Background: an optimization exercise with open tools, aiming at small area. Do not read the settings as production practice. Only simulation tests tie the RTL to the original design; equivalence was not proved. The clock port is modelled as an ideal driver; clocking choices that lean on that would not hold on a real chip. Power is estimated from default activity; no workload was simulated.

==> design/flow/design.v <==
module bcdtc (
    input  wire       clk,
    input  wire       rst,
    input  wire       tick,
    input  wire       change_time,
    input  wire       up_down,
    output wire       ind,
    output wire [3:0] sel,
    output wire [3:0] digit
);
    function [3:0] d10_next(input [3:0] d, input up);
        begin
            d10_next[0] = ~d[0];
            if (up & d[0])
                d10_next[3:1] = {d[2], d[1], ~(d[3] | d[2])};
            else if (~up & ~d[0])
                d10_next[3:1] = {~(d[2] | d[1]), d[3], d[2]};
            else
                d10_next[3:1] = d[3:1];
        end
    endfunction
    function d10_is9(input [3:0] d);
        d10_is9 = d[0] & d[3] & ~d[2];
    endfunction
    function d10_is0(input [3:0] d);
        d10_is0 = ~d[0] & ~d[3] & ~d[1];
    endfunction
    function [3:0] d10_bcd(input [3:0] d);
        d10_bcd = {d[3] & ~d[2], d[2], d[2] ? d[3] : d[1], d[0]};
    endfunction
    function [2:0] d6_next(input [2:0] j, input up);
        d6_next = j ^ (up ? {j[0] & (j[2] | j[1]), j[0] & ~j[2], 1'b1}
                          : {~j[1] & ~j[0], ~j[0] & (j[2] | j[1]), 1'b1});
    endfunction
    function d6_is5(input [2:0] j);
        d6_is5 = j[2] & j[0];
    endfunction
    function d6_is0(input [2:0] j);
        d6_is0 = ~j[2] & ~j[1] & ~j[0];
    endfunction
    function [3:0] d6_bcd(input [2:0] j);
        d6_bcd = {1'b0, j};
    endfunction
    localparam [1:0] SEED_HT = 2'b11;       
    localparam [3:0] SEED_HU = 4'b0011;     
    localparam [2:0] SEED_MT = 3'd5;
    localparam [3:0] SEED_MU = 4'b1001;     
    localparam [2:0] SEED_ST = 3'd3;
    localparam [3:0] SEED_SU = 4'b0000;     
    reg [1:0] ht;
    reg [3:0] hu;
    reg [2:0] mt;
    reg [3:0] mu;
    reg [2:0] st;
    reg [3:0] su;
    reg [3:0] acc;
    reg       pct, pud, md;
    reg [1:0] pos;
    reg [3:0] ph;
    reg [2:0] snap0;
    reg [3:0] snap1;
    reg [2:0] snap2;
    reg [3:0] snap3;
    wire page = md & pct;
    wire dir  = ~md | pud;
    wire su_end = dir ? d10_is9(su) : d10_is0(su);
    wire st_end = dir ? d6_is5(st)  : d6_is0(st);
    wire mu_end = dir ? d10_is9(mu) : d10_is0(mu);
    wire mt_end = dir ? d6_is5(mt)  : d6_is0(mt);
    wire h_zero = d10_is0(hu) & ~ht[0];
    wire acc_last = d10_is9(acc);
    wire ms_end   = su_end & st_end & mu_end & mt_end;
    wire en0 = tick & acc_last & (dir | ~(ms_end & h_zero));
    wire en1 = en0 & su_end;
    wire en2 = en1 & st_end;
    wire en3 = en2 & mu_end;
    wire en4 = en0 & ms_end;
    wire h_wrap = dir & ht[1] & hu[0] & hu[1] & ~hu[2];     
    wire [3:0] hu_next = h_wrap ? 4'b0000 : d10_next(hu, dir);
    wire [1:0] ht_next = h_wrap ? 2'b00 :
                         dir ? (d10_is9(hu) ? {ht[0], 1'b1} : ht)
                             : (d10_is0(hu) ? {1'b0, ht[1]} : ht);
    always @(posedge clk) begin
        if (rst) begin
            acc <= 4'd0;
            ht <= SEED_HT; hu <= SEED_HU;
            mt <= SEED_MT; mu <= SEED_MU;
            st <= SEED_ST; su <= SEED_SU;
        end else begin
            if (tick) acc <= d10_next(acc, 1'b1);
            if (en0) su <= d10_next(su, dir);
            if (en1) st <= d6_next(st, dir);
            if (en2) mu <= d10_next(mu, dir);
            if (en3) mt <= d6_next(mt, dir);
            if (en4) begin
                hu <= hu_next;
                ht <= ht_next;
            end
        end
    end
    always @(posedge clk) begin
        pct <= change_time;
        pud <= up_down;
        md  <= ~rst & (md | (change_time ^ pct) | (up_down ^ pud));
    end
    wire ph_off = ph[0] & ph[3];
    wire ph_in  = (~ph[2] & ~ph[3]) | (~ph[1] & ph[2] & ph[3]);
    wire load = ph_off & (&pos);
    always @(posedge clk) begin
        if (rst) begin
            pos <= 2'd0;
            ph  <= 4'd2;
            snap0 <= SEED_MT; snap1 <= SEED_MU; snap2 <= SEED_ST; snap3 <= SEED_SU;
        end else begin
            ph <= {ph[2:0], ph_in};
            if (ph_off) pos <= pos + 2'd1;
            if (load) begin
                if (page) begin
                    snap0 <= {1'b0, ht[1], ht[0] & ~ht[1]}; snap1 <= hu; snap2 <= mt; snap3 <= mu;
                end else begin
                    snap0 <= mt; snap1 <= mu; snap2 <= st; snap3 <= su;
                end
            end
        end
    end
    wire hold = ~ph_off & ~(~ph[0] & ph[1] & ~ph[3]);
    wire [3:0] d_odd  = pos[1] ? snap3 : snap1;
    wire [2:0] d_even = pos[1] ? snap2 : snap0;
    assign ind   = dir;
    assign sel   = {4{hold}} & {pos[1] & pos[0], pos[1] & ~pos[0], ~pos[1] & pos[0], ~pos[1] & ~pos[0]};
    assign digit = pos[0] ? d10_bcd(d_odd) : d6_bcd(d_even);
endmodule
==> design/flow/flow/run.sh <==
#!/bin/bash
# Own layout flow:
#  1. the standard synthesis (standard.sh synth), unchanged;
#  2. its combinational logic re-mapped for area with the ABC scripts
#     flow/area*.abc (deepsyn with several seeds, then amap), run side by
#     side; the smallest netlist is kept. The registers and their names are
#     kept as they are;
#  3. the standard layout of that netlist, with 1x buffers on the
#     ports, no dummy clock loads and the clock tree's root buffer (which
#     drives only the leaf buffers) sized down.
# Each tool's output goes to a log file of its own in this folder.
set -euo pipefail
W=$(pwd)
R=$W/orfs/results/$FLOW_PLATFORM/bcdtc/base
LIB=$FLOW_HOME/platforms/$FLOW_PLATFORM/lib/sky130_fd_sc_hd__tt_025C_1v80.lib
YOSYS=$(command -v yosys || echo "$FLOW_HOME/../tools/install/yosys/bin/yosys")
JOBS=${NUM_CORES:-4}

bash standard.sh synth > "$W/flow_1_synth.log" 2>&1
cp "$R/1_2_yosys.v" "$W/1_2_yosys_standard.v"

remap() {
  local i=$1
  sed -e "s#@LIB@#$LIB#g" -e "s#@TOP@#$FLOW_TOP#g" \
      -e "s#@IN@#$W/1_2_yosys_standard.v#" -e "s#@OUT@#$W/1_2_yosys_remap$i.v#" \
      -e "s#@ABC@#$W/flow/area$i.abc#" -e "s#@STAT@#$W/remap_stat$i.txt#" \
      flow/remap.ys > "$W/remap$i.ys"
  "$YOSYS" -s "$W/remap$i.ys" > "$W/flow_2_remap$i.log" 2>&1 || true
}
n=0
for f in flow/area*.abc; do
  i=$(basename "$f" .abc); i=${i#area}
  remap "$i" &
  n=$((n + 1))
  if [ $((n % JOBS)) -eq 0 ]; then wait; fi
done
wait
best=""; best_area=""
for f in flow/area*.abc; do
  i=$(basename "$f" .abc); i=${i#area}
  [ -f "$W/remap_stat$i.txt" ] && [ -f "$W/1_2_yosys_remap$i.v" ] || continue
  a=$(grep -m1 "Chip area" "$W/remap_stat$i.txt" | awk '{print $NF}')
  [ -n "$a" ] || continue
  echo "script $i: area $a" >> "$W/flow_2_remap.log"
  if [ -z "$best" ] || awk "BEGIN{exit !($a < $best_area)}"; then best=$i; best_area=$a; fi
done
echo "remap: kept script $best, area $best_area" >> "$W/flow_2_remap.log"

cp "$W/1_2_yosys_remap$best.v" "$R/1_2_yosys.v"
rm -f "$R/1_synth.odb" "$R/1_synth.sdc"
bash standard.sh "BUFFER_PORTS_ARGS=-buffer_cell sky130_fd_sc_hd__buf_1" \
    "CTS_ARGS=-sink_clustering_enable -repair_clock_nets -dont_use_dummy_load" \
    "POST_CTS_TCL=$W/flow/cts_post.tcl" "CTS_ROOT_BUF=sky130_fd_sc_hd__clkbuf_4" "CTS_LEAF_BUF=sky130_fd_sc_hd__clkbuf_4" "CTS_LEAF_SLEW=0.112" finish \
    > "$W/flow_3_layout.log" 2>&1
test -f out/final.def
==> design/flow/flow/area1.abc <==
strash
&get -n
&deepsyn -J 200 -T 300 -S 1
&put
dch -f
amap
==> design/flow/flow/area2.abc <==
strash
&get -n
&deepsyn -J 200 -T 300 -S 2
&put
dch -f
amap
==> design/flow/flow/area3.abc <==
strash
&get -n
&deepsyn -J 200 -T 300 -S 3
&put
dch -f
amap
==> design/flow/flow/area4.abc <==
strash
&get -n
&deepsyn -J 200 -T 300 -S 4
&put
dch -f
amap
==> design/flow/flow/area5.abc <==
strash
&get -n
&deepsyn -J 200 -T 300 -S 5
&put
dch -f
amap
==> design/flow/flow/area6.abc <==
strash
&get -n
&deepsyn -J 200 -T 300 -S 6
&put
dch -f
amap
==> design/flow/flow/area7.abc <==
strash
&get -n
&deepsyn -J 200 -T 300 -S 7
&put
dch -f
amap
==> design/flow/flow/area8.abc <==
strash
&get -n
&deepsyn -J 200 -T 300 -S 8
&put
dch -f
amap
==> design/flow/flow/area9.abc <==
strash
dch -f
amap
strash
dch -f
amap
==> design/flow/flow/cts_post.tcl <==
# Size the clock tree that CTS built: the root buffer drives only the leaf
# buffers and gets CTS_ROOT_BUF; each leaf buffer gets CTS_LEAF_BUF if the
# estimated slew at its register clock pins stays within CTS_LEAF_SLEW (ns),
# else it keeps the buffer CTS gave it.
replace_cell clkbuf_0_clk $::env(CTS_ROOT_BUF)
estimate_parasitics -placement
proc leaf_max_slew {name} {
  set net [get_nets -of_objects [get_pins $name/X]]
  set mx 0
  foreach p [get_pins -of_objects $net -filter "direction==input"] {
    set s [get_property $p slew_max]
    if {$s > $mx} { set mx $s }
  }
  return $mx
}
foreach inst [get_cells clkbuf_*_f_clk] {
  set name [get_full_name $inst]
  set orig [get_property $inst ref_name]
  replace_cell $name $::env(CTS_LEAF_BUF)
  estimate_parasitics -placement
  set s [leaf_max_slew $name]
  if {$s > $::env(CTS_LEAF_SLEW)} {
    replace_cell $name $orig
    estimate_parasitics -placement
    puts "clock leaf $name: kept $orig (slew [format %.3f $s] ns with $::env(CTS_LEAF_BUF))"
  } else {
    puts "clock leaf $name: $::env(CTS_LEAF_BUF) (slew [format %.3f $s] ns)"
  }
}
detailed_placement
check_placement -verbose
estimate_parasitics -placement
report_clock_skew
==> design/flow/flow/remap.ys <==
# Re-map the combinational logic of the standard synthesis for area.
# Registers (and their instance names) are kept as they are.
read_liberty -ignore_miss_func @LIB@
read_verilog @IN@
hierarchy -top @TOP@
setattr -mod -set keep_hierarchy 1 sky130_fd_sc_hd__*df*
flatten
opt_clean -purge
abc -script @ABC@ -liberty @LIB@ -dont_use sky130_fd_sc_hd__lpflow_bleeder_1 -dont_use sky130_fd_sc_hd__lpflow_clkbufkapwr_1 -dont_use sky130_fd_sc_hd__lpflow_clkbufkapwr_16 -dont_use sky130_fd_sc_hd__lpflow_clkbufkapwr_2 -dont_use sky130_fd_sc_hd__lpflow_clkbufkapwr_4 -dont_use sky130_fd_sc_hd__lpflow_clkbufkapwr_8 -dont_use sky130_fd_sc_hd__lpflow_clkinvkapwr_1 -dont_use sky130_fd_sc_hd__lpflow_clkinvkapwr_16 -dont_use sky130_fd_sc_hd__lpflow_clkinvkapwr_2 -dont_use sky130_fd_sc_hd__lpflow_clkinvkapwr_4 -dont_use sky130_fd_sc_hd__lpflow_clkinvkapwr_8 -dont_use sky130_fd_sc_hd__lpflow_decapkapwr_12 -dont_use sky130_fd_sc_hd__lpflow_decapkapwr_3 -dont_use sky130_fd_sc_hd__lpflow_decapkapwr_4 -dont_use sky130_fd_sc_hd__lpflow_decapkapwr_6 -dont_use sky130_fd_sc_hd__lpflow_decapkapwr_8 -dont_use sky130_fd_sc_hd__lpflow_inputiso0n_1 -dont_use sky130_fd_sc_hd__lpflow_inputiso0p_1 -dont_use sky130_fd_sc_hd__lpflow_inputiso1n_1 -dont_use sky130_fd_sc_hd__lpflow_inputiso1p_1 -dont_use sky130_fd_sc_hd__lpflow_inputisolatch_1 -dont_use sky130_fd_sc_hd__lpflow_isobufsrc_1 -dont_use sky130_fd_sc_hd__lpflow_isobufsrc_16 -dont_use sky130_fd_sc_hd__lpflow_isobufsrc_2 -dont_use sky130_fd_sc_hd__lpflow_isobufsrc_4 -dont_use sky130_fd_sc_hd__lpflow_isobufsrc_8 -dont_use sky130_fd_sc_hd__lpflow_isobufsrckapwr_16 -dont_use sky130_fd_sc_hd__lpflow_lsbuf_lh_hl_isowell_tap_1 -dont_use sky130_fd_sc_hd__lpflow_lsbuf_lh_hl_isowell_tap_2 -dont_use sky130_fd_sc_hd__lpflow_lsbuf_lh_hl_isowell_tap_4 -dont_use sky130_fd_sc_hd__lpflow_lsbuf_lh_isowell_4 -dont_use sky130_fd_sc_hd__lpflow_lsbuf_lh_isowell_tap_1 -dont_use sky130_fd_sc_hd__lpflow_lsbuf_lh_isowell_tap_2 -dont_use sky130_fd_sc_hd__lpflow_lsbuf_lh_isowell_tap_4 -dont_use sky130_fd_sc_hd__probe_p_8 -dont_use sky130_fd_sc_hd__probec_p_8 
opt_clean -purge
splitnets
opt_clean -purge
hilomap -singleton -hicell sky130_fd_sc_hd__conb_1 HI -locell sky130_fd_sc_hd__conb_1 LO
insbuf -buf sky130_fd_sc_hd__buf_1 A X
tee -o @STAT@ stat -liberty @LIB@
select @TOP@
write_verilog -noattr -nohex -nodec -selected @OUT@
==> design/flow/standard.sh <==
#!/bin/bash
# synth_recipe.tcl (not shown) runs the flow's synth.tcl, then flattens the netlist and writes it again
# the make line also repeats each setting of config.mk as NAME=value (left out here)
make -C /OpenROAD-flow-scripts/flow DESIGN_CONFIG=/design/flow/config.mk WORK_HOME=/design/flow/orfs CLKGATE_MAP_FILE= SYNTH_SCRIPT=/design/flow/synth_recipe.tcl "${@:-finish}"
==> design/flow/config.mk <==
export PLATFORM = sky130hd
export DESIGN_NAME = bcdtc
export DESIGN_NICKNAME = bcdtc
export VERILOG_FILES = /design/flow/design.v
export SDC_FILE = /design/flow/constraint.sdc
export NUM_CORES = 4
export LEC_CHECK = 0
export ABC_AREA = 1
export CAP_MARGIN = 20
export CORE_MARGIN = 2
export CORE_UTILIZATION = 50
export GPL_TIMING_DRIVEN = 0
export PLACE_DENSITY = 0.9
export SLEW_MARGIN = 20
==> design/flow/constraint.sdc <==
create_clock -name core_clock -period 10.0 [get_ports {clk}]
set_input_delay 2.0000 -clock core_clock [delete_from_list [all_inputs] [get_ports {clk}]]
set_output_delay 2.0000 -clock core_clock [all_outputs]
set_load 0.01 [all_outputs]
==> out/metrics.yaml, run 1 <==
place_hpwl_um: 3303
status: "timing/DRC/antenna clean"
timing.rr.end: "ht[1]"
cp-end-kind: "register"
clk_pin_slew_ns: 0.09
syn_inst: 257
rsz0062_at_grt: "false"
avgSynthCellArea_um2: 7.829
drcViolationCount: 0
numPortBuffers: 13
hold-path-cell-count: 2
grt_start_max_net_pins: 18
antenna_cells: 0
worst_slew_pin_slew_ns: 0.8834
wl_per_cell_um: 13.67
hold_viol_final: 0
cp-start-kind: "input port"
first_iter_violations: 227
syn_nets: 262
antenna_found_initial: 0
r2r_cells: 18
io_pins: 14
post-place-ws_ns: 4.715
power_mw: 0.2937
period_needed_ns: 4.945
worstPathArrival_ns: 5.18
hp-class: "register to register"
slew-limit-headroom_pct: 40.79
cts_sinks: 47
die_h_um: 67.44
multiInputGateArea_um2: 899.6
row_count: 23
nets: 282
crit_type: "input port to register"
grtUsageTotal_pct: 20.74
area_delta_synth_final_pct: 8.271
seqCellArea_um2: 940.9
power_density_mw_per_mm2: 134.8
worstHoldStart: "ph[2]"
r2r_setup_slack_ns: 6.33
grt_pass1_wl_um: 7134
fmax_mhz: 202.2
cp_max_fo: 4
routabilityCongestion: 0.8681
n_fill_cell: 359
fin_ws_ns: 5.055
dr.pass1.iters: 9
peakVddDrop_v: 0.00006410
fin_skew_ns: 0.02452
grt-ovfl-total: 0
syn-cell-area_mm2: 0.002012
cts_tree: "built"
r2r-start: "md"
chipWidth_um: 67.44
yosysWarnings: 1
slew_viol_final: 0
setup_violations: 0
holdPathEnd: "ph[3]"
tns_ns: 0
p_leak_nw: 0.7412
vias_per_cell: 5.818
drive_above_1_share_pct: 2.182
postRouteAntennaNets: 0
wl_um: 4444
insertion_delay_ns: 0.35
maxCapViolations: 0
die_area_mm2: 0.004547
via_count: 1891
cp.required_ns: 10.24
fin_crit_sh_pct: 49.45
initial_utilization_pct: 51.03
core-area_mm2: 0.003943
grt_pass1_vias: 1686
## registers in the layout, summed over array words and instances, names as in the netlist, 3 cells and up
signal  cells
acc         4
hu          4
mu          4
ph          4
snap1       4
snap3       4
su          4
mt          3
snap0       3
snap2       3
st          3
## placed cells by master, fill, tap and decap left out, types with 4 or more instances in the layout
master / count
a21oi_1: 12
a222oi_1: 9
a31oi_1: 4
buf_1: 13
clkinv_1: 47
dfxtp_1: 47
nand2_1: 30
nand3_1: 7
nor2_1: 41
nor3_1: 6
o211ai_1: 4
o21ai_0: 11
o221ai_1: 5
o22ai_1: 7
## where the power goes
part / leakage [nW] / switching (mW) / internal [mW] / total (mW)
clock network: 0.0282 / 0.0544 / 0.0321 / 0.0865
registers: 0.382 / 0.00183 / 0.190 / 0.192
logic: 0.331 / 0.0104 / 0.00466 / 0.0150
total: 0.741 / 0.0666 / 0.227 / 0.294
## worst max path at each step
stage                     depth (start not counted)  startpoint    end  slack (ns)
after global routing                             19        tick  ht[1]        4.52
after detailed placement                         19        tick  ht[1]        4.71
after global placement                           19        tick  ht[1]        4.83
final                                            19        tick  ht[1]        5.06
after floorplan                                  18        tick  ht[1]        5.39
## per-layer routing
metal	global-route usage (%)	vias to the layer above	wire (um)
met4	6.633	0	55
li1	-	953	-
met2	37.13	58	2116
met1	24.25	875	2026
met3	5.000	5	245
met5	0	-	0
## critical path, cell delays in order
cell and delay (ns):
buf_1 0.09, nand2_1 0.09, nor2_1 0.24, nand3_1 0.17
nor3_1 0.28, nand2_1 0.11, nor2_1 0.15, clkinv_1 0.12
o22ai_1 0.19, nor2b_1 0.24, o21bai_1 0.16, nor3_1 0.27
nand2_1 0.12, nor2_1 0.23, nand2_1 0.13, nor2_1 0.21
nand2_1 0.11, o221ai_1 0.19, nand2_1 0.07
## cell type report
type	count	share of cell area, %
Tap cell	50	2.872
Inverter	47	8.099
Timing Repair Buffer	13	2.240
Clock buffer	5	2.298
Multi-Input combinational cell	163	41.30
Sequential cell	47	43.19
## stage by stage
stage | util, % | instance area [um^2] | std cells | hold slack, ns
floorplan | - | 2012 | 257 | 0.4127
global placement | 53.86 | 2123 | 320 | 0.4199
detailed placement | 53.98 | 2128 | 320 | 0.4281
global route | 55.25 | 2178 | 325 | 0.4598
finish | 55.25 | 2178 | 325 | 0.4379
==> run 2, diff against run 1 <==
--- a/design/flow/config.mk
+++ b/design/flow/config.mk
@@ -9,5 +9,5 @@
 export CAP_MARGIN = 20
 export CORE_MARGIN = 2
-export CORE_UTILIZATION = 50
+export CORE_UTILIZATION = 40
 export GPL_TIMING_DRIVEN = 0
 export PLACE_DENSITY = 0.9
==> run 2 against run 1 <==
- combinational power barely moved
- count of clock-buffer cells in the layout did not move
- largest cell class unchanged
- global-route usage fell by 2.4 points
- clock power rose by 2.4%
- still clean
==> out/metrics.yaml, run 2 <==
status: "timing/DRC/antenna clean"
syn_inst: 257
antenna_found_initial: 0
worstPathArrival_ns: 5.27
cts_tree: "built"
insertion_delay_ns: 0.36
antenna_cells: 0
syn-cell-area_mm2: 0.002012
cp-end-kind: "register"
cp-start-kind: "input port"
wl_per_cell_um: 13.80
hp-class: "register to register"
cp_max_fo: 4
tns_ns: 0
crit_path_frequent_cell: "nand2_1"
holdPathEnd: "ph[3]"
drcViolationCount: 0
grt-ovfl-total: 0
power_density_mw_per_mm2: 134.5
peakVddDrop_v: 0.00004987
fin_area_mm2: 0.002200
grtUsageTotal_pct: 18.34
cpPeakStageDelay_ns: 0.27
worstHoldStart: "ph[2]"
avgSynthCellArea_um2: 7.829
syn_nets: 262
clk_pin_slew_ns: 0.09
final_cell_mix: "clkinv_1, dfxtp_1, nor2_1"
fmax_mhz: 198.5
cp_slowest_cell: "nor3_1"
fin_crit_sh_pct: 50.37
place_hpwl_um: 3474
grt_start_max_net_pins: 18
postRouteAntennaNets: 0
path_buf_inv: 2
routabilityCongestion: 0.8714
initial_utilization_pct: 42.04
drive_above_1_share_pct: 2.182
grt_pass1_vias: 1835
timing.rr.end: "ht[1]"
r2r_setup_slack_ns: 6.20
grt_pass1_wl_um: 7776
fin_skew_ns: 0.02426
cp.required_ns: 10.23
cts_sinks: 47
rsz0062_at_grt: "false"
nets: 282
crit_family: "simple AND/OR/NAND/NOR gates"
fin_ws_ns: 4.963
core-area_mm2: 0.004786
vias_per_cell: 5.646
crit_chain: "buf_1 -> nand2_1 -> nor2_1 -> nand3_1 -> nor3_1 -> nand2_1 -> nor2_1 -> clkinv_1 -> o22ai_1 -> nor2b_1 -> o21bai_1 -> nor3_1 -> nand2_1 -> nor2_1 -> nand2_1 -> nor2_1 -> nand2_1 -> o221ai_1 -> nand2_1"
crit_type: "input port to register"
chipWidth_um: 74.92
row_count: 25
r2r-start: "su[3]"
yosysWarnings: 1
io_pins: 14
first_iter_violations: 291
die_h_um: 74.92
layout.cells.non_filler: 342
p_leak_nw: 0.7412
worst_slew_pin_slew_ns: 0.8959
dp.cells: 337
dr.pass1.iters: 5
slew_viol_final: 0
post-place-ws_ns: 4.725
die_area_mm2: 0.005613
hold-path-cell-count: 2
setup_violations: 0
maxCapViolations: 0
wl_um: 4720
dpl_cell_area_mm2: 0.002150
r2r_cells: 18
hold_viol_final: 0
n_fill_cell: 474
slew-limit-headroom_pct: 39.95
final_core_util_pct: 45.96
period_needed_ns: 5.037
via_count: 1931
area_delta_synth_final_pct: 9.328
numPortBuffers: 13
run 2: where the power goes:
group / switching, mW / internal (mW)
Combinational: 0.0106 / 0.00466
Clock: 0.0565 / 0.0321
Sequential: 0.00182 / 0.190
Total: 0.0689 / 0.227
run 2: worst max path at each step:
stage                     start     to  slack (ns)  cells past startpoint
after detailed placement   tick  ht[1]        4.72                     19
after global placement     tick  ht[1]        4.86                     19
after global routing       tick  hu[3]        4.41                     20
after floorplan            tick  ht[1]        5.39                     18
final                      tick  ht[1]        4.96                     19
run 2: stage by stage:
step / power, mW / hold slack (ns)
floorplan: 0.2060 / 0.4127
global placement: 0.2108 / 0.4270
detailed placement: 0.2116 / 0.4335
global route: 0.3075 / 0.4779
finish: 0.2960 / 0.4504
run 2: area by class of cell:
class	count	area [um^2]	area share, %
inverters	47	176.4	8.020
flip-flops and latches	47	940.9	42.78
clock buffers	5	50.05	2.275
multi-input cells	163	899.6	40.90
well taps	67	83.83	3.811
repair buffers	13	48.80	2.218
run 2: worst register-to-register path, delay by kind of cell, from the launching register on:
family           cells  cell delay [ns]
flip-flops           1             0.50
AO/OA/AOI/OAI        5             1.05
AND/OR/NAND/NOR     13             2.13
run 2: per-layer routing:
layer	global-route usage, %	up-vias	routed length (um)
met1	21.52	889	2041
met5	0	-	0
met4	7.937	0	95
met2	32.16	83	2275
li1	-	947	-
met3	3.882	12	308
==> run 3, diff against run 2 <==
--- a/design/flow/design.v
+++ b/design/flow/design.v
@@ -48,10 +48,16 @@
     localparam [2:0] SEED_ST = 3'd3;
     localparam [3:0] SEED_SU = 4'b0000;     
-    reg [1:0] ht;
-    reg [3:0] hu;
-    reg [2:0] mt;
-    reg [3:0] mu;
-    reg [2:0] st;
-    reg [3:0] su;
+    reg [1:0] ht_n;
+    wire [1:0] ht = ~ht_n;
+    reg [3:0] hu_n;
+    wire [3:0] hu = ~hu_n;
+    reg [2:0] mt_n;
+    wire [2:0] mt = ~mt_n;
+    reg [3:0] mu_n;
+    wire [3:0] mu = ~mu_n;
+    reg [2:0] st_n;
+    wire [2:0] st = ~st_n;
+    reg [3:0] su_n;
+    wire [3:0] su = ~su_n;
     reg [3:0] acc;
     reg       pct, pud, md;
@@ -84,16 +90,16 @@
         if (rst) begin
             acc <= 4'd0;
-            ht <= SEED_HT; hu <= SEED_HU;
-            mt <= SEED_MT; mu <= SEED_MU;
-            st <= SEED_ST; su <= SEED_SU;
+            ht_n <= ~(SEED_HT); hu_n <= ~(SEED_HU);
+            mt_n <= ~(SEED_MT); mu_n <= ~(SEED_MU);
+            st_n <= ~(SEED_ST); su_n <= ~(SEED_SU);
         end else begin
             if (tick) acc <= d10_next(acc, 1'b1);
-            if (en0) su <= d10_next(su, dir);
-            if (en1) st <= d6_next(st, dir);
-            if (en2) mu <= d10_next(mu, dir);
-            if (en3) mt <= d6_next(mt, dir);
+            if (en0) su_n <= ~(d10_next(su, dir));
+            if (en1) st_n <= ~(d6_next(st, dir));
+            if (en2) mu_n <= ~(d10_next(mu, dir));
+            if (en3) mt_n <= ~(d6_next(mt, dir));
             if (en4) begin
-                hu <= hu_next;
-                ht <= ht_next;
+                hu_n <= ~(hu_next);
+                ht_n <= ~(ht_next);
             end
         end
==> run 3 against run 2 <==
- global-route usage shrank 0.72 points
- core utilization grew 0.078 points
- maximum frequency grew 1.2%
- register-to-register slack lost 0.72 ns
- count of clock-buffer cells in the layout is the same
- power grew 1.2%
- first-iteration DRC count shrank 31%
- clock skew grew 0.0089 ns
- synthesized cell count is the same
- combinational power is essentially flat
- synthesized area is essentially flat
- critical path depth grew 3
- critical path type unchanged
- largest cell class unchanged
- largest power group unchanged
- highest routed layer unchanged
==> out/metrics.yaml, run 3 <==
status: "timing/DRC/antenna clean"
die_area_mm2: 0.005617
drcViolationCount: 0
grtUsageTotal_pct: 17.62
die_h_um: 74.95
grt_pass1_vias: 1629
routabilityCongestion: 0.9308
syn_inst: 257
slew_viol_final: 0
cp-startpoint: "tick"
grt_start_max_net_pins: 24
row_count: 25
numPortBuffers: 13
grt-ovfl-total: 0
cp_slowest_cell: "nor4_1"
dr.pass1.iters: 5
via_count: 1886
r2r-start: "md"
worstHoldStart: "ph[2]"
antenna_found_initial: 0
r2r_cells: 27
initial_utilization_pct: 42.07
syn_nets: 262
io_pins: 14
cp-end-kind: "register"
first_iter_violations: 201
cp.required_ns: 10.27
setup_violations: 0
rsz0062_at_grt: "false"
cp-start-kind: "input port"
insertion_delay_ns: 0.36
fin_skew_ns: 0.03317
cp_num_cells: 22
antenna_cells: 0
hp-class: "register to register"
path_buf_inv: 3
endpoint: "ht_n[0]"
cpPeakStageDelay_ns: 0.54
cts_sinks: 47
chipWidth_um: 74.95
timing.rr.end: "ht_n[0]"
avgSynthCellArea_um2: 7.833
power_mw: 0.2996
p_leak_nw: 0.7410
slew-limit-headroom_pct: 40.95
period_needed_ns: 4.975
wl_um: 4558
fmax_mhz: 201.0
crit_path_frequent_cell: "nor2_1"
worst_slew_pin_slew_ns: 0.8825
crit_chain: "buf_1 -> nand2_1 -> nor2_1 -> nand3_1 -> nor2_1 -> nand3_1 -> nor4_1 -> nor2_1 -> clkinv_1 -> o21ai_0 -> nor2_1 -> nand2_1 -> nand2_1 -> o21ai_0 -> nor3_1 -> a21oi_1 -> clkinv_1 -> nand2_1 -> o31ai_1 -> o21a_1 -> a21oi_1 -> nor2_1"
wl_per_cell_um: 13.33
layout.cells.non_filler: 342
peakVddDrop_v: 0.00006370
worstPathArrival_ns: 5.24
clk_pin_slew_ns: 0.09
syn-cell-area_mm2: 0.002013
core-area_mm2: 0.004786
dpl_cell_area_mm2: 0.002146
tns_ns: 0
final_core_util_pct: 46.04
power_density_mw_per_mm2: 136.0
fin_crit_sh_pct: 49.75
cts_tree: "built"
area_delta_synth_final_pct: 9.447
vias_per_cell: 5.515
fin_area_mm2: 0.002203
hold_viol_final: 0
postRouteAntennaNets: 0
crit_type: "input port to register"
maxCapViolations: 0
r2r_setup_slack_ns: 5.48
dp.cells: 337
drive_above_1_share_pct: 2.182
nets: 282
final_common_cell: "dfxtp_1"
cp_max_fo: 5
crit_family: "simple AND/OR/NAND/NOR gates"
grt_pass1_wl_um: 7514
place_hpwl_um: 3351
final_cell_mix: "dfxtp_1, clkinv_1, nor2_1"
yosysWarnings: 1
==> run 3: worst register-to-register path, delay by kind of cell, from the launching register on <==
family	cells	cell delay (ns)
AOI/OAI and AO/OA	6	1.05
DFF	1	0.35
buffers and inverters	6	0.82
and+or+nand+nor	15	2.17
==> run 3: worst min-delay path by stage <==
stage / to / slack [ns] / cells past startpoint
after global routing: ph[3] / 0.45 / 2
final: ph[3] / 0.44 / 2
after floorplan: ph[3] / 0.41 / 2
after global placement: ph[3] / 0.42 / 2
after detailed placement: ph[3] / 0.42 / 2
==> run 3: per-layer routing <==
metal / vias to the layer above / global-route usage, % / part of all wire [%]
met2: 53 / 28.46 / 46
met3: 9 / 3.213 / 6.2
li1: 959 / - / -
met1: 865 / 23.79 / 46
met4: 0 / 5.952 / 1.4
met5: - / 0 / 0
==> run 3: per-stage QoR <==
stage | setup slack (ns) | hold slack, ns
floorplan | 5.360 | 0.4127
global placement | 4.800 | 0.4200
detailed placement | 4.687 | 0.4237
global route | 4.605 | 0.4487
finish | 5.025 | 0.4352
==> run 3: area by class of cell <==
class                   count  area [um^2]
fillers                   484         2582
clock buffers               5        56.30
repair buffers             13        50.05
inverters                  42        157.7
flip-flops and latches     47        940.9
multi-input cells         168        914.6
well taps                  67        83.83
==> run 3: power by group <==
part           internal [mW]  switching [mW]  total, mW  leakage (nW)
combinational        0.00479          0.0106     0.0154         0.328
sequential             0.190         0.00162      0.192         0.382
clock                 0.0363          0.0562     0.0925        0.0308
==> run 4, diff against run 3 <==
--- a/design/flow/design.v
+++ b/design/flow/design.v
@@ -48,16 +48,10 @@
     localparam [2:0] SEED_ST = 3'd3;
     localparam [3:0] SEED_SU = 4'b0000;     
-    reg [1:0] ht_n;
-    wire [1:0] ht = ~ht_n;
-    reg [3:0] hu_n;
-    wire [3:0] hu = ~hu_n;
-    reg [2:0] mt_n;
-    wire [2:0] mt = ~mt_n;
-    reg [3:0] mu_n;
-    wire [3:0] mu = ~mu_n;
-    reg [2:0] st_n;
-    wire [2:0] st = ~st_n;
-    reg [3:0] su_n;
-    wire [3:0] su = ~su_n;
+    reg [1:0] ht;
+    reg [3:0] hu;
+    reg [2:0] mt;
+    reg [3:0] mu;
+    reg [2:0] st;
+    reg [3:0] su;
     reg [3:0] acc;
     reg       pct, pud, md;
@@ -90,16 +84,16 @@
         if (rst) begin
             acc <= 4'd0;
-            ht_n <= ~(SEED_HT); hu_n <= ~(SEED_HU);
-            mt_n <= ~(SEED_MT); mu_n <= ~(SEED_MU);
-            st_n <= ~(SEED_ST); su_n <= ~(SEED_SU);
+            ht <= SEED_HT; hu <= SEED_HU;
+            mt <= SEED_MT; mu <= SEED_MU;
+            st <= SEED_ST; su <= SEED_SU;
         end else begin
             if (tick) acc <= d10_next(acc, 1'b1);
-            if (en0) su_n <= ~(d10_next(su, dir));
-            if (en1) st_n <= ~(d6_next(st, dir));
-            if (en2) mu_n <= ~(d10_next(mu, dir));
-            if (en3) mt_n <= ~(d6_next(mt, dir));
+            if (en0) su <= d10_next(su, dir);
+            if (en1) st <= d6_next(st, dir);
+            if (en2) mu <= d10_next(mu, dir);
+            if (en3) mt <= d6_next(mt, dir);
             if (en4) begin
-                hu_n <= ~(hu_next);
-                ht_n <= ~(ht_next);
+                hu <= hu_next;
+                ht <= ht_next;
             end
         end
--- a/design/flow/flow/run.sh
+++ b/design/flow/flow/run.sh
@@ -51,5 +51,5 @@
 bash standard.sh "BUFFER_PORTS_ARGS=-buffer_cell sky130_fd_sc_hd__buf_1" \
     "CTS_ARGS=-sink_clustering_enable -repair_clock_nets -dont_use_dummy_load" \
-    "POST_CTS_TCL=$W/flow/cts_post.tcl" "CTS_ROOT_BUF=sky130_fd_sc_hd__clkbuf_4" "CTS_LEAF_BUF=sky130_fd_sc_hd__clkbuf_4" "CTS_LEAF_SLEW=0.112" finish \
+    "POST_CTS_TCL=$W/flow/cts_post.tcl" "CTS_ROOT_BUF=sky130_fd_sc_hd__clkbuf_4" "CTS_LEAF_BUFS=sky130_fd_sc_hd__clkbuf_2 sky130_fd_sc_hd__buf_2 sky130_fd_sc_hd__clkbuf_4 sky130_fd_sc_hd__buf_4 sky130_fd_sc_hd__buf_6" "CTS_LEAF_SLEW=0.112" finish \
     > "$W/flow_3_layout.log" 2>&1
 test -f out/final.def
==> design/flow/flow/cts_post.tcl (replaced) <==
# Size the clock tree that CTS built: the root buffer drives only the leaf
# buffers and gets CTS_ROOT_BUF; each leaf buffer gets the first (smallest)
# buffer of CTS_LEAF_BUFS for which the estimated slew at its register clock
# pins stays within CTS_LEAF_SLEW (ns), else it keeps the buffer CTS gave it.
replace_cell clkbuf_0_clk $::env(CTS_ROOT_BUF)
estimate_parasitics -placement
proc leaf_max_slew {name} {
  set net [get_nets -of_objects [get_pins $name/X]]
  set mx 0
  foreach p [get_pins -of_objects $net -filter "direction==input"] {
    set s [get_property $p slew_max]
    if {$s > $mx} { set mx $s }
  }
  return $mx
}
foreach inst [get_cells clkbuf_*_f_clk] {
  set name [get_full_name $inst]
  set orig [get_property $inst ref_name]
  set chosen $orig
  foreach buf $::env(CTS_LEAF_BUFS) {
    replace_cell $name $buf
    estimate_parasitics -placement
    set s [leaf_max_slew $name]
    puts "clock leaf $name: $buf gives slew [format %.3f $s] ns"
    if {$s <= $::env(CTS_LEAF_SLEW)} { set chosen $buf; break }
  }
  replace_cell $name $chosen
  estimate_parasitics -placement
  puts "clock leaf $name: $chosen"
}
detailed_placement
check_placement -verbose
estimate_parasitics -placement
report_clock_skew
==> run 4 against run 3 <==
- non-clock buffer count is the same
- global-route usage grew 0.72 points
- routed wire length grew 2.1%
- largest power group unchanged
- design area shrank 0.40%
- final cell count is the same
- maximum frequency shrank 1.9%
- sequential cell count is the same
- highest routed layer unchanged
- count of clock-buffer cells in the layout is the same
- critical endpoint is now hu[3]
- critical path depth shrank 2
==> out/metrics.yaml, run 4 <==
worstPathArrival_ns: 5.26
setup_violations: 0
cp-end-kind: "register"
core-area_mm2: 0.004786
routabilityCongestion: 0.8714
status: "timing/DRC/antenna clean"
initial_utilization_pct: 42.04
drive_above_1_share_pct: 2.182
grtUsageTotal_pct: 18.34
cp.required_ns: 10.19
power_density_mw_per_mm2: 134.1
slew_viol_final: 0
p_leak_nw: 0.7389
fmax_mhz: 197.3
antenna_cells: 0
grt_pass1_vias: 1835
crit_path_frequent_cell: "nor2_1"
grt_pass1_wl_um: 7776
numPortBuffers: 13
chipWidth_um: 74.92
cts_tree: "built"
nets: 282
cts_sinks: 47
dr.pass1.iters: 5
seq_power_share_pct: 65.3
crit_chain: "buf_1 -> nand2_1 -> nor2_1 -> nand3_1 -> nor3_1 -> nand2_1 -> nor2_1 -> clkinv_1 -> o22ai_1 -> nor2b_1 -> o21bai_1 -> nor2_1 -> nand3_1 -> nor2_1 -> clkinv_1 -> nor2_1 -> clkinv_1 -> nand2_1 -> nor2_1 -> a2111oi_0"
p_sw_share_pct: 23.66
first_iter_violations: 283
clk_pin_slew_ns: 0.10
p_sw_mw: 0.06963
final_cell_mix: "clkinv_1, dfxtp_1, nor2_1"
cp-start-kind: "input port"
rsz0062_at_grt: "false"
antenna_found_initial: 0
grt-ovfl-total: 0
io_pins: 14
wl_per_cell_um: 13.61
slew-limit-headroom_pct: 43.42
postRouteAntennaNets: 0
insertion_delay_ns: 0.37
cp_max_fo: 4
area_delta_synth_final_pct: 9.079
maxCapViolations: 0
hp-class: "register to register"
fin_skew_ns: 0.05229
via_count: 1896
tns_ns: 0
period_needed_ns: 5.069
drcViolationCount: 0
syn_nets: 262
die_h_um: 74.92
fin_ws_ns: 4.931
crit_type: "input port to register"
hold_viol_final: 0
syn-cell-area_mm2: 0.002012
row_count: 25
grt_start_max_net_pins: 18
die_area_mm2: 0.005613
cp_slowest_cell: "a2111oi_0"
peakVddDrop_v: 0.00004837
syn_inst: 257
vias_per_cell: 5.544
wl_um: 4654
post-place-ws_ns: 4.725
worst_slew_pin_slew_ns: 0.8442
cpPeakStageDelay_ns: 0.34
fin_crit_sh_pct: 50.69
place_hpwl_um: 3474
p_comb_share_pct: 5.1
crit_family: "simple AND/OR/NAND/NOR gates"
p_int_mw: 0.2247
avgSynthCellArea_um2: 7.829
path_buf_inv: 4
p_clk_share_pct: 29.5
yosysWarnings: 1
-- run 4: routing by layer --
| layer | routed length, um | part of all wire, % | GRT usage [%] |
|---|---|---|---|
| met1 | 2028 | 44 | 21.52 |
| met2 | 2220 | 48 | 32.16 |
| met3 | 323 | 6.9 | 3.882 |
| met4 | 81 | 1.7 | 7.937 |
| met5 | 0 | 0 | 0 |
-- run 4: power groups by stage --
stage	clock network, mW	logic [mW]	registers, mW
after floorplan	0	0.00999	0.196
after global placement	0	0.0145	0.196
after detailed placement	0	0.0152	0.196
after global routing	0.0958	0.0172	0.193
final	0.0870	0.0151	0.192
-- run 4: layout make-up --
type | instances | area, um^2
multi-input cells | 163 | 899.6
flip-flops and latches | 47 | 940.9
clock buffers | 5 | 45.04
inverters | 47 | 176.4
well taps | 67 | 83.83
fillers | 476 | 2591
repair buffers | 13 | 48.80
-- run 4: worst register-to-register path, cell delays in order, from the launching register on --
cell	delay [ns]
dfxtp_1	0.50
or2_0	0.19
or4_1	0.16
nor4_1	0.06
a41oi_1	0.27
nand2_1	0.14
o21ai_0	0.27
nand2_1	0.12
o22ai_1	0.16
nor2b_1	0.25
o21bai_1	0.15
nor2_1	0.17
nand3_1	0.11
nor2_1	0.19
clkinv_1	0.11
nor2_1	0.16
clkinv_1	0.15
nand2_1	0.11
nor2_1	0.04
a2111oi_0	0.34
-- run 4: final timing paths --
path              startpoint     to  slack [ns]  cells past startpoint
setup / recovery        tick  hu[3]        4.93                     20
hold / removal         ph[2]  ph[3]        0.45                      2
hold reg to reg        ph[2]  ph[3]        0.45                      2
setup reg to reg       su[3]  hu[3]        6.16                     19
-- run 4: per-stage QoR --
stage	util [%]	hold slack, ns	instances	cell area (um^2)	power [mW]
after floorplan	-	0.4127	257	2012	0.2060
final	45.86	0.4516	342	2195	0.2943
after detailed placement	44.92	0.4335	337	2150	0.2116
after global routing	45.86	0.4790	342	2195	0.3055
after global placement	44.81	0.4270	337	2145	0.2108
==> run 5, diff against run 4 <==
--- a/design/flow/flow/run.sh
+++ b/design/flow/flow/run.sh
@@ -51,5 +51,5 @@
 bash standard.sh "BUFFER_PORTS_ARGS=-buffer_cell sky130_fd_sc_hd__buf_1" \
     "CTS_ARGS=-sink_clustering_enable -repair_clock_nets -dont_use_dummy_load" \
-    "POST_CTS_TCL=$W/flow/cts_post.tcl" "CTS_ROOT_BUF=sky130_fd_sc_hd__clkbuf_4" "CTS_LEAF_BUFS=sky130_fd_sc_hd__clkbuf_2 sky130_fd_sc_hd__buf_2 sky130_fd_sc_hd__clkbuf_4 sky130_fd_sc_hd__buf_4 sky130_fd_sc_hd__buf_6" "CTS_LEAF_SLEW=0.112" finish \
+    "POST_CTS_TCL=$W/flow/cts_post.tcl" "CTS_ROOT_BUF=sky130_fd_sc_hd__clkbuf_4" "CTS_LEAF_BUFS=sky130_fd_sc_hd__clkbuf_4 sky130_fd_sc_hd__buf_4 sky130_fd_sc_hd__buf_6" "CTS_LEAF_SLEW=0.112" finish \
     > "$W/flow_3_layout.log" 2>&1
 test -f out/final.def
==> run 5 against run 4 <==
- sequential cell count did not move
- still clean
- clock power barely moved
- count of clock-buffer cells in the layout did not move
- synthesized area did not move
==> out/metrics.yaml, run 5 <==
vias_per_cell: 5.544
cp_num_cells: 20
crit_family: "simple AND/OR/NAND/NOR gates"
nets: 282
wl_per_cell_um: 13.61
yosysWarnings: 1
clk_pin_slew_ns: 0.10
syn-cell-area_mm2: 0.002012
r2r_setup_slack_ns: 6.16
via_count: 1896
antenna_found_initial: 0
seq_power_share_pct: 65.3
fin_ws_ns: 4.931
initial_utilization_pct: 42.04
grt_start_max_net_pins: 18
insertion_delay_ns: 0.37
r2r_cells: 19
dr.max_layer_used: "met4"
drcViolationCount: 0
setup_violations: 0
routabilityCongestion: 0.8714
cpPeakStageDelay_ns: 0.34
post-place-ws_ns: 4.725
p_clk_share_pct: 29.5
crit_chain: "buf_1 -> nand2_1 -> nor2_1 -> nand3_1 -> nor3_1 -> nand2_1 -> nor2_1 -> clkinv_1 -> o22ai_1 -> nor2b_1 -> o21bai_1 -> nor2_1 -> nand3_1 -> nor2_1 -> clkinv_1 -> nor2_1 -> clkinv_1 -> nand2_1 -> nor2_1 -> a2111oi_0"
p_comb_share_pct: 5.1
area_delta_synth_final_pct: 9.079
cp-end-kind: "register"
fmax_mhz: 197.3
cp_max_fo: 4
maxCapViolations: 0
rsz0062_at_grt: "false"
numPortBuffers: 13
p_leak_nw: 0.7389
grt_pass1_vias: 1835
die_h_um: 74.92
cts_tree: "built"
wl_met1_um: 2028
antenna_cells: 0
peakVddDrop_v: 0.00004837
p_int_mw: 0.2247
crit_type: "input port to register"
grt-ovfl-total: 0
power_mw: 0.2943
drive_above_1_share_pct: 2.182
wl_um: 4654
fin_skew_ns: 0.05229
dr_wl_met2_um: 2220
worstPathArrival_ns: 5.26
tns_ns: 0
die_area_mm2: 0.005613
place_hpwl_um: 3474
syn_nets: 262
power_density_mw_per_mm2: 134.1
p_sw_mw: 0.06963
grt_pass1_wl_um: 7776
p_sw_share_pct: 23.66
row_count: 25
io_pins: 14
hp-class: "register to register"
dr.pass1.iters: 5
hold_viol_final: 0
status: "timing/DRC/antenna clean"
cp.required_ns: 10.19
period_needed_ns: 5.069
slew-limit-headroom_pct: 43.42
grtUsageTotal_pct: 18.34
path_buf_inv: 4
wl_met3_um: 323
chipWidth_um: 74.92
crit_path_frequent_cell: "nor2_1"
cp_slowest_cell: "a2111oi_0"
cts_sinks: 47
cp-start-kind: "input port"
syn_inst: 257
n_fill_cell: 476
worst_slew_pin_slew_ns: 0.8442
hold-path-cell-count: 2
avgSynthCellArea_um2: 7.829
core-area_mm2: 0.004786
postRouteAntennaNets: 0
slew_viol_final: 0
fin_crit_sh_pct: 50.69
first_iter_violations: 283
final_cell_mix: "clkinv_1, dfxtp_1, nor2_1"
## run 5: path summary, 6_finish.rpt
check             start    end
setup / recovery   tick  hu[3]
hold / removal    ph[2]  ph[3]
setup reg to reg  su[3]  hu[3]
hold reg to reg   ph[2]  ph[3]
## run 5: through the flow
| step | hold slack, ns | instances | utilization [%] | area, um^2 |
|---|---|---|---|---|
| 5_1_grt | 0.4790 | 342 | 45.86 | 2195 |
| 6_report | 0.4516 | 342 | 45.86 | 2195 |
| 2_1_floorplan | 0.4127 | 257 | - | 2012 |
| 3_3_place_gp | 0.4270 | 337 | 44.81 | 2145 |
| 3_5_place_dp | 0.4335 | 337 | 44.92 | 2150 |
## run 5: area by class of cell
class                      count  area (um^2)  share of cell area [%]
clock buffer                   5        45.04                   2.052
inverter                      47        176.4                   8.039
multi-input combinational    163        899.6                   40.99
sequential                    47        940.9                   42.87
tap                           67        83.83                   3.820
timing repair buffer          13        48.80                   2.223
## run 5: layer usage
metal,up-vias,GRT usage [%]
met5,-,0
met4,0,7.937
met3,9,3.882
li1,946,-
met2,74,32.16
met1,867,21.52
## run 5: tightest hold or removal path: cells and delay by family, from the launching register on
| kind | cells | cell delay [ns] |
|---|---|---|
| DFF | 1 | 0.32 |
| and+or+nand+nor | 1 | 0.04 |
| buffers and inverters | 1 | 0.06 |
## run 5: power groups by stage
stage	combinational [mW]	clock (mW)	sequential, mW
5_1_grt	0.0172	0.0958	0.193
6_report	0.0151	0.0870	0.192
3_3_place_gp	0.0145	0	0.196
2_1_floorplan	0.00999	0	0.196
3_5_place_dp	0.0152	0	0.196
==> run 6, diff against run 5 <==
==> design/flow/flow/area10.abc (new file) <==
strash
&get -n
&deepsyn -J 200 -T 300 -S 10
&put
dch -f
amap
==> design/flow/flow/area11.abc (new file) <==
strash
&get -n
&deepsyn -J 200 -T 300 -S 11
&put
dch -f
amap
==> design/flow/flow/area12.abc (new file) <==
strash
&get -n
&deepsyn -J 200 -T 300 -S 12
&put
dch -f
amap
==> design/flow/flow/area13.abc (new file) <==
strash
&get -n
&deepsyn -J 200 -T 300 -S 13
&put
dch -f
amap
==> design/flow/flow/area14.abc (new file) <==
strash
&get -n
&deepsyn -J 200 -T 300 -S 14
&put
dch -f
amap
==> design/flow/flow/area15.abc (new file) <==
strash
&get -n
&deepsyn -J 200 -T 300 -S 15
&put
dch -f
amap
==> design/flow/flow/area16.abc (new file) <==
strash
&get -n
&deepsyn -J 200 -T 300 -S 16
&put
dch -f
amap
==> design/flow/flow/area17.abc (new file) <==
strash
dch -f
amap
strash
dch -f
amap
==> design/flow/flow/area9.abc (replaced) <==
strash
&get -n
&deepsyn -J 200 -T 300 -S 9
&put
dch -f
amap
==> run 6 against run 5 <==
- non-clock buffer count did not move
- global-route usage rose by 0.28 points
- maximum frequency decreased by 1.3%
- clock power shrank 1%
==> out/metrics.yaml, run 6 <==
fin_area_mm2: 0.002186
cp_num_cells: 15
yosysWarnings: 1
timing.rr.end: "ht[1]"
r2r_cells: 14
antenna_found_initial: 0
crit_family: "simple AND/OR/NAND/NOR gates"
crit_chain: "buf_1 -> nand2_1 -> nor3_1 -> o31ai_1 -> nor3_1 -> clkinv_1 -> nor3_1 -> nor2_1 -> nor2_1 -> nand2_1 -> nor2_1 -> a31oi_1 -> nor2_1 -> o211ai_1 -> o221ai_1"
cp-end-kind: "register"
p_leak_nw: 0.7321
wl_met1_um: 1901
cp_slowest_cell: "nor3_1"
drcViolationCount: 0
peakVddDrop_v: 0.00006283
dpl_cell_area_mm2: 0.002141
dr.pass1.iters: 6
area_delta_synth_final_pct: 9.119
grt_start_max_net_pins: 15
syn_nets: 257
rsz0062_at_grt: "false"
core-area_mm2: 0.004786
drive_above_1_share_pct: 2.222
crit_path_frequent_cell: "nor2_1"
grt_pass1_wl_um: 7852
row_count: 25
avgSynthCellArea_um2: 7.949
final_cell_mix: "dfxtp_1, clkinv_1, nor2_1"
first_iter_violations: 265
initial_utilization_pct: 41.86
via_count: 1939
insertion_delay_ns: 0.35
holdWs_ns: 0.4703
fin_crit_sh_pct: 51.33
final_core_util_pct: 45.67
fmax_mhz: 194.8
wl_per_cell_um: 13.98
grt_pass1_vias: 1763
cts_tree: "built"
dr.max_layer_used: "met4"
antenna_cells: 0
crit_type: "input port to register"
routabilityCongestion: 0.8696
wl_met3_um: 377
io_pins: 14
status: "timing/DRC/antenna clean"
setup_violations: 0
cpPeakStageDelay_ns: 0.48
maxCapViolations: 0
die_area_mm2: 0.005590
clk_pin_slew_ns: 0.11
endpoint: "ht[1]"
grtUsageTotal_pct: 18.62
fin_ws_ns: 4.867
hp-class: "register to register"
cp-start-kind: "input port"
cp-startpoint: "tick"
path_buf_inv: 2
cp.required_ns: 10.27
power_density_mw_per_mm2: 133.6
chipWidth_um: 74.77
slew_viol_final: 0
wl_um: 4712
slew-limit-headroom_pct: 43.16
worst_slew_pin_slew_ns: 0.8479
die_h_um: 74.77
syn-cell-area_mm2: 0.002003
nets: 277
syn_inst: 252
post-place-ws_ns: 4.599
hold_viol_final: 0
tns_ns: 0
fin_skew_ns: 0.04046
numPortBuffers: 13
cts_sinks: 47
r2r-start: "acc[0]"
dr_wl_met2_um: 2278
cp_max_fo: 6
r2r_setup_slack_ns: 6.31
vias_per_cell: 5.754
place_hpwl_um: 3447
worstPathArrival_ns: 5.40
final_common_cell: "dfxtp_1"
grt-ovfl-total: 0
postRouteAntennaNets: 0
period_needed_ns: 5.133
## run 6: changes by cell type in the layout (fill, tap and decap cells not counted), sizes merged, moves of 2 or more
| cell | previous run | this run |
|---|---|---|
| nor2 | 41 | 38 |
| a221oi | 3 | 5 |
| o211ai | 4 | 1 |
| nand3 | 7 | 5 |
| a31oi | 4 | 6 |
| o311a | 0 | 2 |
| nor4 | 1 | 3 |
| clkinv | 47 | 41 |
| o21ai | 11 | 17 |
| a22oi | 1 | 6 |
| a222oi | 9 | 4 |
| nor3 | 7 | 10 |
| nand2 | 30 | 23 |
## run 6: per-stage QoR
step,power [mW],cells
2_1_floorplan,0.2045,252
3_3_place_gp,0.2088,332
3_5_place_dp,0.2099,332
5_1_grt,0.3038,337
6_report,0.2920,337
## run 6: how the worst min path moves through the flow
stage          startpoint      to  cells after the start
2_1_floorplan       ph[2]   ph[3]                      2
3_3_place_gp        ph[2]   ph[3]                      2
3_5_place_dp        ph[2]   ph[3]                      2
5_1_grt             ph[1]   ph[2]                      1
6_report           acc[1]  acc[2]                      2
## run 6: where the power goes
group	switching (mW)	internal [mW]	total [mW]
clock	0.0559	0.0301	0.0860
combinational	0.0102	0.00429	0.0144
sequential	0.00161	0.190	0.192
total	0.0677	0.224	0.292
## run 6: cell type report
type                    instances  area [um^2]
repair buffers                 13        48.80
well taps                      67        83.83
inverters                      41        153.9
flip-flops and latches         47        940.9
fillers                       474         2600
clock buffers                   5        45.04
multi-input cells             164        913.4
## run 6: worst min-delay path, cell delays in order, from the launching register on
cell	delay, ns
dfxtp_1	0.31
clkinv_1	0.05
o22ai_1	0.07
## run 6: metal layers
| layer | vias to the layer above | GRT usage, % |
|---|---|---|
| met3 | 17 | 4.552 |
| met2 | 79 | 31.66 |
| met5 | - | 0 |
| li1 | 943 | - |
| met1 | 900 | 21.98 |
| met4 | 0 | 9.127 |
==> run 7, diff against run 6 <==
--- a/design/flow/design.v
+++ b/design/flow/design.v
@@ -48,10 +48,16 @@
     localparam [2:0] SEED_ST = 3'd3;
     localparam [3:0] SEED_SU = 4'b0000;     
-    reg [1:0] ht;
-    reg [3:0] hu;
-    reg [2:0] mt;
-    reg [3:0] mu;
-    reg [2:0] st;
-    reg [3:0] su;
+    reg [1:0] ht_n;
+    wire [1:0] ht = ~ht_n;
+    reg [3:0] hu_n;
+    wire [3:0] hu = ~hu_n;
+    reg [2:0] mt_n;
+    wire [2:0] mt = ~mt_n;
+    reg [3:0] mu_n;
+    wire [3:0] mu = ~mu_n;
+    reg [2:0] st_n;
+    wire [2:0] st = ~st_n;
+    reg [3:0] su_n;
+    wire [3:0] su = ~su_n;
     reg [3:0] acc;
     reg       pct, pud, md;
@@ -84,16 +90,16 @@
         if (rst) begin
             acc <= 4'd0;
-            ht <= SEED_HT; hu <= SEED_HU;
-            mt <= SEED_MT; mu <= SEED_MU;
-            st <= SEED_ST; su <= SEED_SU;
+            ht_n <= ~(SEED_HT); hu_n <= ~(SEED_HU);
+            mt_n <= ~(SEED_MT); mu_n <= ~(SEED_MU);
+            st_n <= ~(SEED_ST); su_n <= ~(SEED_SU);
         end else begin
             if (tick) acc <= d10_next(acc, 1'b1);
-            if (en0) su <= d10_next(su, dir);
-            if (en1) st <= d6_next(st, dir);
-            if (en2) mu <= d10_next(mu, dir);
-            if (en3) mt <= d6_next(mt, dir);
+            if (en0) su_n <= ~(d10_next(su, dir));
+            if (en1) st_n <= ~(d6_next(st, dir));
+            if (en2) mu_n <= ~(d10_next(mu, dir));
+            if (en3) mt_n <= ~(d6_next(mt, dir));
             if (en4) begin
-                hu <= hu_next;
-                ht <= ht_next;
+                hu_n <= ~(hu_next);
+                ht_n <= ~(ht_next);
             end
         end
==> run 7 against run 6 <==
- synthesized area increased by 0.50%
- sequential power about the same
- worst hold slack worse by 0.032 ns
- count of clock-buffer cells in the layout is the same
- core utilization rose by 0.052 points
- maximum frequency up 2.7%
- combinational power increased by 7%
- die area up 0.48%
- power down 0.53%
- highest routed layer unchanged
==> out/metrics.yaml, run 7 <==
cp-end-kind: "register"
syn-cell-area_mm2: 0.002013
grt_start_max_net_pins: 24
initial_utilization_pct: 42.07
slew-limit-headroom_pct: 42.20
fin_crit_sh_pct: 49.97
cp_max_fo: 5
routabilityCongestion: 0.9308
grt_pass1_vias: 1627
dr.pass1.iters: 4
die_h_um: 74.95
grt_pass1_wl_um: 7500
slew_viol_final: 0
final_cell_mix: "dfxtp_1, clkinv_1, nor2_1"
status: "timing/DRC/antenna clean"
p_leak_nw: 0.7351
syn_inst: 257
wl_um: 4562
rsz0062_at_grt: "false"
cts_tree: "built"
r2r_setup_slack_ns: 5.48
io_pins: 14
grtUsageTotal_pct: 17.59
drive_above_1_share_pct: 2.182
crit_type: "input port to register"
hp-class: "register to register"
cts_sinks: 47
fin_skew_ns: 0.03790
chipWidth_um: 74.95
cp.required_ns: 10.27
grt-ovfl-total: 0
clk_pin_slew_ns: 0.10
first_iter_violations: 183
syn_nets: 262
cp-start-kind: "input port"
avgSynthCellArea_um2: 7.833
vias_per_cell: 5.488
die_area_mm2: 0.005617
row_count: 25
antenna_found_initial: 0
via_count: 1877
insertion_delay_ns: 0.35
post-place-ws_ns: 4.687
core-area_mm2: 0.004786
wl_per_cell_um: 13.34
place_hpwl_um: 3351
area_delta_synth_final_pct: 8.701
maxCapViolations: 0
final_common_cell: "dfxtp_1"
fin_ws_ns: 5.003
hold_viol_final: 0
yosysWarnings: 1
worstPathArrival_ns: 5.26
period_needed_ns: 4.997
postRouteAntennaNets: 0
nets: 282
antenna_cells: 0
tns_ns: 0
numPortBuffers: 13
peakVddDrop_v: 0.00006148
worst_slew_pin_slew_ns: 0.8638
fmax_mhz: 200.1
power_density_mw_per_mm2: 132.7
setup_violations: 0
drcViolationCount: 0
[run 7: worst paths after layout]
kind / depth (start not counted) / endpoint / start
setup / recovery: 22 / ht_n[0] / tick
hold / removal: 2 / ph[3] / ph[2]
setup reg to reg: 27 / ht_n[0] / md
hold reg to reg: 2 / ph[3] / ph[2]
[run 7: critical path, cell delays in order]
cell      delay [ns]
buf_1           0.09
nand2_1         0.12
nor2_1          0.18
nand3_1         0.13
nor2_1          0.18
nand3_1         0.18
nor4_1          0.54
nor2_1          0.14
clkinv_1        0.08
o21ai_0         0.13
nor2_1          0.18
nand2_1         0.09
nand2_1         0.09
o21ai_0         0.13
nor3_1          0.30
a21oi_1         0.17
clkinv_1        0.12
nand2_1         0.06
o31ai_1         0.10
o21a_1          0.17
a21oi_1         0.03
nor2_1          0.07
[run 7: per-layer routing]
metal,GRT usage [%],up-vias,share of wire [%]
met4,5.952,0,0.79
met3,3.213,6,8.3
li1,-,964,-
met5,0,-,0
met1,23.71,848,45
met2,28.46,59,46
[run 7: cell type report]
type / count / area, um^2
inverter: 42 / 157.7
sequential: 47 / 940.9
fill: 484 / 2597
timing repair buffer: 13 / 50.05
tap: 67 / 83.83
multi-input combinational: 168 / 914.6
clock buffer: 5 / 41.29
[run 7: where the power goes]
group / total [mW] / internal [mW] / leakage (nW) / switching [mW]
logic: 0.0154 / 0.00479 / 0.328 / 0.0106
clock network: 0.0833 / 0.0275 / 0.0249 / 0.0558
registers: 0.192 / 0.190 / 0.382 / 0.00162
total: 0.290 / 0.222 / 0.735 / 0.0680
[run 7: stage by stage]
| stage | util (%) | hold WS, ns | cells | instance area [um^2] | power [mW] |
|---|---|---|---|---|---|
| finish | 45.73 | 0.4380 | 342 | 2188 | 0.2904 |
| global route | 45.73 | 0.4500 | 342 | 2188 | 0.3016 |
| detailed placement | 44.84 | 0.4237 | 337 | 2146 | 0.2114 |
| global placement | 44.84 | 0.4200 | 337 | 2146 | 0.2110 |
| floorplan | - | 0.4127 | 257 | 2013 | 0.2058 |

[port drivers added, routing unchanged]
Ports are ideal in the flow. The routed layouts listed here were re-timed in OpenROAD. Step 1 assumes that a clkbuf_16 drives the clock port and a buf_2 every other input. Step 2 moves the port delays by t, midway between the first and last clock arrival at a register: inputs arrive t later, outputs are due t later. That takes back most of the time a late clock gives input paths. a / b / c = ideal ports / drivers / drivers and shift; a / b = the first two.
| run | shift t [ns] | slack for setup (ns) | worst setup path at the end |
|---|---|---|---|
| run 1 | 0.363 | 5.055 / 5.052 / 4.689 | input to register |
| run 2 | 0.377 | 4.963 / 4.965 / 4.588 | input to register |
| run 3 | 0.367 | 5.025 / 5.026 / 4.659 | input to register |
| run 4 | 0.368 | 4.931 / 4.932 / 4.564 | input to register |
| run 5 | 0.368 | 4.931 / 4.932 / 4.564 | input to register |
| run 6 | 0.353 | 4.867 / 4.868 / 4.515 | input to register |
| run 7 | 0.355 | 5.003 / 5.003 / 4.648 | input to register |
After both steps setup and hold are still met in every run listed. The setup slack of run 2, which loses most, moves by +0.002 ns with the drivers and by -0.375 ns with both steps.
